Source: an optimization exercise on an open RTL-to-GDS flow (aim: small area). Production flows keep margins and buffers that such runs may drop. In this exercise RTL edits were held to simulation tests only and were not proved equivalent to the original.

==> flow/design.v (outline; a module is shown in full before it is edited, if it fits) <==
// module fl_sine_rom: 7284 lines
// module fl_sadd: 12 lines
// module fl_rca: 16 lines
// module fl_plan: 23 lines
// module fairy_pwm: 176 lines
module fairy_pwm (
    input  wire       clk,
    input  wire       rst,       
    input  wire       sw_i,
    input  wire [9:0] dim_i,
    output reg        warm_o,
    output reg        cool_o
);
  // ...
==> flow/run.sh <==
#!/bin/bash
# synth_recipe.tcl (not shown) runs the flow's synth.tcl, then flattens the netlist and writes it again
# the make line also repeats each setting of config.mk as NAME=value (left out here)
make -C /OpenROAD-flow-scripts/flow DESIGN_CONFIG=/design/flow/config.mk WORK_HOME=/design/flow/orfs CLKGATE_MAP_FILE= SYNTH_SCRIPT=/design/flow/synth_recipe.tcl finish
==> flow/config.mk <==
export PLATFORM = sky130hd
export DESIGN_NAME = fairy_pwm
export DESIGN_NICKNAME = fairy_pwm
export VERILOG_FILES = /design/flow/design.v
export SDC_FILE = /design/flow/constraint.sdc
export NUM_CORES = 4
export LEC_CHECK = 0
export ABC_AREA = 1
export CAP_MARGIN = 20
export CELL_PAD_IN_SITES_DETAIL_PLACEMENT = 1
export CELL_PAD_IN_SITES_GLOBAL_PLACEMENT = 1
export CORE_MARGIN = 2
export CORE_UTILIZATION = 40
export CTS_BUF_LIST = sky130_fd_sc_hd__clkbuf_4 sky130_fd_sc_hd__clkbuf_8
export PLACE_DENSITY = 0.6
export SLEW_MARGIN = 20
export SYNTH_MEMORY_MAX_BITS = 65536
==> flow/constraint.sdc <==
create_clock -name core_clock -period 1000.0 [get_ports {clk}]
set_input_delay 200.0000 -clock core_clock [delete_from_list [all_inputs] [get_ports {clk}]]
set_output_delay 200.0000 -clock core_clock [all_outputs]
set_load 0.01 [all_outputs]
==> run_results.csv, run 1 <==
group,metric,value,unit
final_layout,fin_area,14590,µm²
global_routing,overflow,0,
global_routing,grt_pass1_wl,92680,µm
final_layout,mostFrequentLayoutCells,"429 x nand2_1, 222 x inv_1, 203 x nor2_1",
detailed_routing,viasPerCell,6.105,
final_layout,buf_share,2.402,%
final_layout,multi_input_cells,1409,
global_routing,use_met1,46.03,%
floorplan,rows,67,
detailed_routing,drtPass1Iterations,6,
logic_synthesis,synth_compound_area_share,18.75,%
hold_path,hold_start,"sw[1]$_DFFE_PP_",
final_layout,seq_cells,170,
sta,hold_violations,0,
hold_path,min_path_cells,0,
global_routing,grt_usage,34.98,%
sta,setup_violations,0,
cts,path_clk_slew,110,ps
final_layout,seq_share,29.86,%
detailed_routing,drt_first_iter_violations,1387,
logic_synthesis,syn_area_per_cell,7.175,µm²
critical_path,worst-path-stages,26,
detailed_routing,dr_wl_met2,26130,µm
final_layout,signal_buffers,42,
logic_synthesis,synthTopCellsByCount,"429 x nand2_1, 223 x inv_1, 203 x nor2_1",
critical_path,cp-endpoint,"warm_o$_SDFF_PP0_",
logic_synthesis,yosysWarnings,1,
floorplan,dieHeight,188.3,µm
final_layout,area_delta_synth_final,7.378,%
cts,root_buffer,"clkbuf_8",
logic_synthesis,synthTopCellsByArea,"edfxtp_1 21%, nand2_1 12%, dfxtp_1 11%",
outcome,status,"complete, no violations",
cts,clk_path_buf_depth,2,
final_layout,multi_input_area_share,54.99,%
critical_path,cpPeakStageDelay,460,ps
logic_synthesis,synth-xor-area-share,0.4514,%
final_layout,drive_above_1_share,6.544,%
==> inputs of run 2 (changes only) <==
--- a/flow/config.mk
+++ b/flow/config.mk
@@ -13,3 +13,5 @@
 export CORE_UTILIZATION = 40
-export CTS_BUF_LIST = sky130_fd_sc_hd__clkbuf_4 sky130_fd_sc_hd__clkbuf_8
+export CTS_BUF_LIST = sky130_fd_sc_hd__clkbuf_8
+export CTS_CLUSTER_DIAMETER = 150
+export CTS_CLUSTER_SIZE = 30
 export PLACE_DENSITY = 0.6
==> run 2 against run 1 <==
Net effect: non-clock buffer count did not move; final cell count did not move; area after synthesis did not move.
==> run_results.csv, run 2 <==
group,metric,value,unit
floorplan,rows,67,
final_layout,area_delta_synth_final,7.378,%
final_layout,final_nets,1998,
logic_synthesis,synth_area,13580,µm²
final_layout,final_common_cell,"nand2_1",
cts,clk_latency,490,ps
detailed_routing,viasPerCell,6.105,
hold_path,min_path_cells,0,
detailed_routing,num_vias,14309,
global_routing,grt_pass1_vias,14647,
cts,cts_max_level,4,
critical_path,critPathMaxFanout,11,
placement,gp_congestion,1.113,
critical_path,crit_type,"primary input to flop",
floorplan,dieHeight,188.3,µm
floorplan,die_w,188.3,µm
logic_synthesis,syn_area_per_cell,7.175,µm²
cts,numCtsBuffers,17,
final_layout,drive_above_1_share,6.544,%
critical_path,rr_worst_depth,73,
global_routing,grt_pass1_wl,92680,µm
sta,slew_headroom,29.30,%
sta,final_max_slew_viol_count,0,
logic_synthesis,ys_types,60,
hold_path,hold_class,"flop to flop",
floorplan,io_pins,15,
final_layout,final_util,43.61,%
critical_path,arrival,205900,ps
floorplan,dieArea,35450,µm²
sta,fin_ws,794440,ps
sta,hold_violations,0,
cts,postCtsSetupBuffers,0,
placement,portBuffers,14,
sta,fin_crit,205560,ps
sta,tightest_slew,1052,ps
final_layout,top_regs,"rrc x17, rw x17",
placement,dp_slack,793920,ps
critical_path,cp.required,1000340,ps
sta,finClkSkew,21.70,ps
detailed_routing,drtPass1Iterations,6,
sta,rsz0062_at_grt,"false",
critical_path,start_kind,"primary input",
floorplan,core_region_area,33450,µm²
logic_synthesis,synth-seq-cells,170,
detailed_routing,drc,0,
flow_run,drv_cap,0,
logic_synthesis,netlist_instances,1893,
logic_synthesis,yosysWarnings,1,
cts,cts_tree,"yes",
detailed_routing,detail-route-antenna-nets,0,
global_routing,antenna_found_initial,0,
final_layout,fillers,4252,
critical_path,endpoint_kind,"flop",
sta,setup_violations,0,
cts,path_clk_slew,110,ps
logic_synthesis,yosysTopAreaCellShare,21.00,%
detailed_routing,drt_first_iter_violations,1387,
cts,root_buffer,"clkbuf_8",
global_routing,grt_usage,34.98,%
sta,setup_tns,0,ps
logic_synthesis,synth_top_area_cell,"edfxtp_1",
floorplan,initial_utilization,40.61,%
global_routing,overflow,0,
logic_synthesis,synthTopCellsByCount,"429 x nand2_1, 223 x inv_1, 203 x nor2_1",
cts,cts_hold_repair.buffers,0,
logic_synthesis,synthTopCellsByArea,"edfxtp_1 21%, nand2_1 12%, dfxtp_1 11%",
global_routing,grt_max_degree,57,
logic_synthesis,synthFlopType,"edfxtp_1",
cts,clk_path_buf_depth,2,
cts,cts_resized,0,
logic_synthesis,ys_seq_area_share,32.06,%
detailed_routing,totalWireLength,61650,µm
logic_synthesis,async_flop_share,0,%
logic_synthesis,synth-edff-count,95,
logic_synthesis,synth.most_common_cell,"nand2_1",
detailed_routing,wire_per_inst,26.30,µm
sta,fin_crit_sh,20.56,%
placement,dp_hpwl,45720,µm
outcome,status,"complete, no violations",
sta,timing.fmax,4.865,MHz
logic_synthesis,syn_nets,2009,
cts,cts.sinks,170,
final_layout,mostFrequentLayoutCells,"429 x nand2_1, 222 x inv_1, 203 x nor2_1",
-- run 2: cell counts in the layout (fill, tap and decap cells not counted) --
No cell type changed its count.
-- run 2: through the flow --
step	std cells	area, µm²	hold slack [ps]
final	2344	14590	443.5
after global routing	2343	14580	455.8
after CTS	2343	14580	440.4
after detailed placement	2311	14200	409.9
after global placement	2311	14200	416.2
after floorplan	1893	13580	400.3
-- run 2: final timing paths --
check | endpoint | slack (ps) | start
min | sw[0]$_DFFE_PP_ | 440 | sw[1]$_DFFE_PP_
max reg2reg | warm_o$_SDFF_PP0_ | 985340 | tc[0]$_SDFF_PP0_
max | warm_o$_SDFF_PP0_ | 794440 | sw_i
min reg2reg | sw[0]$_DFFE_PP_ | 440 | sw[1]$_DFFE_PP_
-- run 2: layout make-up --
class                      count  area [µm²]  share of cell area [%]
inverter                     242       910.9                   6.245
timing repair buffer          42       350.3                   2.402
tap                          448       560.5                   3.843
antenna                        1       2.502                 0.01716
multi-input combinational   1409        8020                   54.99
clock buffer                  17       234.0                   1.604
clock inverter                15       151.4                   1.038
sequential                   170        4355                   29.86
-- run 2: worst max-delay path, stage by stage --
cell and delay [ps]:
clkdlybuf4s50_1 460, or2_2 310, a21oi_1 190, inv_1 90, nor2_1 100, buf_4 230, mux2i_1 150, nand2_1 80
o21ai_0 130, fa_1 430, fa_1 410, fa_1 400, fa_1 410, fa_1 400, fa_1 410, fa_1 370
inv_1 80, fa_1 160, inv_1 40, ha_1 180, ha_1 190, or2_2 310, nand3_1 90, a41oi_1 50
o41ai_1 130, nor3_1 100
-- run 2: logic make-up (layout without fill, tap and decap cells) --
kind of cell,after synthesis,after routing,synth area share [%]
AND/OR/NAND/NOR,843,843,26.61
AO/OA/AOI/OAI,435,435,18.75
buffers and inverters,314,316,8.917
flip-flops,170,170,32.06
adder cells (fa/ha/maj),103,103,11.64
multiplexers,21,21,1.566
XOR/XNOR,7,7,0.4514
other,0,1,0
-- run 2: metal layers --
layer	global-route usage, %	share of wire (%)
met1	46.03	42
met2	52.46	42
met3	9.518	9.6
met4	18.32	5.9
met5	0	0
==> inputs of run 3 (changes only) <==
--- a/flow/config.mk
+++ b/flow/config.mk
@@ -14,3 +14,2 @@
 export CTS_BUF_LIST = sky130_fd_sc_hd__clkbuf_8
-export CTS_CLUSTER_DIAMETER = 150
 export CTS_CLUSTER_SIZE = 30
==> run 3 against run 2 <==
Net effect: still clean; final area unchanged; critical path depth unchanged; clock skew unchanged; flip-flop and latch count unchanged; area after synthesis did not move; setup slack is the same; hold slack is the same; count of clock-buffer cells in the layout is the same; highest routed layer unchanged.
==> run_results.csv, run 3 <==
group,metric,value,unit
critical_path,arrival,205900,ps
logic_synthesis,synth_area,13580,µm²
cts,cts.sinks,170,
sta,hold_ws,443.5,ps
cts,cts_tree,"yes",
detailed_routing,totalWireLength,61650,µm
final_layout,fin_area,14590,µm²
cts,path_clk_slew,110,ps
logic_synthesis,synth-seq-cells,170,
global_routing,overflow,0,
logic_synthesis,synth_top_area_cell,"edfxtp_1",
cts,numCtsBuffers,17,
cts,cts_resized,0,
logic_synthesis,netlist_instances,1893,
global_routing,grt_pass1_wl,92680,µm
hold_path,hold_class,"flop to flop",
placement,dp_slack,793920,ps
logic_synthesis,synthTopCellsByArea,"edfxtp_1 21%, nand2_1 12%, dfxtp_1 11%",
logic_synthesis,ys_seq_area_share,32.06,%
logic_synthesis,synthFlopType,"edfxtp_1",
critical_path,critPathMaxFanout,11,
global_routing,grt_max_degree,57,
flow_run,drv_cap,0,
placement,portBuffers,14,
critical_path,endpoint_kind,"flop",
global_routing,grt_pass1_vias,14647,
detailed_routing,wire_per_inst,26.30,µm
logic_synthesis,synthTopCellsByCount,"429 x nand2_1, 223 x inv_1, 203 x nor2_1",
cts,clk_latency,490,ps
detailed_routing,drt_first_iter_violations,1387,
global_routing,antenna_found_initial,0,
detailed_routing,detail-route-antenna-nets,0,
logic_synthesis,syn_area_per_cell,7.175,µm²
sta,fin_ws,794440,ps
floorplan,core_region_area,33450,µm²
sta,tightest_slew,1052,ps
final_layout,final_nets,1998,
detailed_routing,drtPass1Iterations,6,
cts,cts_max_level,4,
sta,setup_violations,0,
floorplan,die_w,188.3,µm
cts,cts_hold_repair.buffers,0,
logic_synthesis,async_flop_share,0,%
cts,clk_path_buf_depth,2,
detailed_routing,viasPerCell,6.105,
sta,fin_crit,205560,ps
logic_synthesis,syn_nets,2009,
global_routing,use_met2,52.46,%
placement,place_area,14200,µm²
cts,postCtsSetupBuffers,0,
cts,root_buffer,"clkbuf_8",
critical_path,start_kind,"primary input",
global_routing,top_usage_layer,"met2",
detailed_routing,drc,0,
critical_path,crit_type,"primary input to flop",
final_layout,mostFrequentLayoutCells,"429 x nand2_1, 222 x inv_1, 203 x nor2_1",
placement,dp_hpwl,45720,µm
logic_synthesis,yosysWarnings,1,
floorplan,dieHeight,188.3,µm
final_layout,final_util,43.61,%
floorplan,dieArea,35450,µm²
sta,rsz0062_at_grt,"false",
floorplan,initial_utilization,40.61,%
final_layout,top_regs,"rrc x17, rw x17",
final_layout,drive_above_1_share,6.544,%
floorplan,io_pins,15,
placement,gp_congestion,1.113,
sta,setup_tns,0,ps
sta,timing.fmax,4.865,MHz
logic_synthesis,synth-edff-count,95,
sta,hold_violations,0,
sta,fin_crit_sh,20.56,%
sta,final_max_slew_viol_count,0,
outcome,status,"complete, no violations",
final_layout,area_delta_synth_final,7.378,%
global_routing,use_met1,46.03,%
detailed_routing,num_vias,14309,
floorplan,rows,67,
logic_synthesis,synth.most_common_cell,"nand2_1",
sta,finClkSkew,21.70,ps
logic_synthesis,yosysTopAreaCellShare,21.00,%
global_routing,grt_usage,34.98,%
global_routing,met3_usage,9.518,%
sta,slew_headroom,29.30,%
logic_synthesis,ys_types,60,
critical_path,cp.required,1000340,ps
final_layout,final_common_cell,"nand2_1",
run 3: cell counts after synthesis:
Identical to the previous run, type by type.
run 3: final timing paths:
kind / start / to / slack [ps] / depth (start not counted)
worst max register to register: tc[0]$_SDFF_PP0_ / warm_o$_SDFF_PP0_ / 985340 / 73
worst min-delay path: sw[1]$_DFFE_PP_ / sw[0]$_DFFE_PP_ / 440 / 0
worst max-delay path: sw_i / warm_o$_SDFF_PP0_ / 794440 / 26
worst min register to register: sw[1]$_DFFE_PP_ / sw[0]$_DFFE_PP_ / 440 / 0
run 3: cell families after synthesis:
logic type / after synthesis / share of synthesized area, %
AND/OR/NAND/NOR: 843 / 26.61
buffers and inverters: 314 / 8.917
adder cells (fa/ha/maj): 103 / 11.64
flip-flops: 170 / 32.06
XOR/XNOR: 7 / 0.4514
multiplexers: 21 / 1.566
AO/OA/AOI/OAI: 435 / 18.75
run 3: cell type report:
| type | count | area (µm²) |
|---|---|---|
| diodes | 1 | 2.502 |
| clock buffers | 17 | 234.0 |
| clock inverters | 15 | 151.4 |
| fillers | 4252 | 18860 |
| inverters | 242 | 910.9 |
| multi-input cells | 1409 | 8020 |
| flip-flops and latches | 170 | 4355 |
| well taps | 448 | 560.5 |
| repair buffers | 42 | 350.3 |
run 3: metrics by stage:
step           cells
6_report        2344
5_1_grt         2343
4_1_cts         2343
3_5_place_dp    2311
3_3_place_gp    2311
2_1_floorplan   1893
run 3: worst max-delay path, cell delays in order:
cell and delay [ps]:
clkdlybuf4s50_1 460, or2_2 310, a21oi_1 190, inv_1 90
nor2_1 100, buf_4 230, mux2i_1 150, nand2_1 80
o21ai_0 130, fa_1 430, fa_1 410, fa_1 400
fa_1 410, fa_1 400, fa_1 410, fa_1 370
inv_1 80, fa_1 160, inv_1 40, ha_1 180
ha_1 190, or2_2 310, nand3_1 90, a41oi_1 50
o41ai_1 130, nor3_1 100
run 3: per-layer routing:
| metal | part of all wire (%) | vias to the layer above | wire length [µm] |
|---|---|---|---|
| met5 | 0 | - | 0 |
| met4 | 5.9 | 0 | 3622 |
| li1 | - | 6377 | - |
| met1 | 42 | 6964 | 26000 |
| met2 | 42 | 763 | 26130 |
| met3 | 9.6 | 205 | 5888 |

what the ideal ports hide:
The flow's constraints put no driver on any port. The routed layouts listed below were extracted and timed again, unchanged, in two steps.
Step 1: set_driving_cell puts a clkbuf_16 on clk and a buf_2 on each other input, an assumption about the parent block.
Step 2 moves the port delays by t, midway between the first and last clock arrival at a register: inputs arrive t later, outputs are due t later. That takes back most of the time a late clock gives input paths.
Slacks: ideal ports / drivers / drivers and shift; pairs: ideal ports / drivers.
run	shift t [ns]	slack for setup (ns)	clock arrival spread, ns	worst register clock-pin slew, ns	worst data-port slew with drivers (ns)
run 1	0.525	794.442 / 794.455 / 793.930	0.022 / 0.022	0.11 / 0.11	0.05
run 2	0.525	794.442 / 794.455 / 793.930	0.022 / 0.022	0.11 / 0.11	0.05
run 3	0.525	794.442 / 794.455 / 793.930	0.022 / 0.022	0.11 / 0.11	0.05
After both steps setup and hold are still met in every run listed.
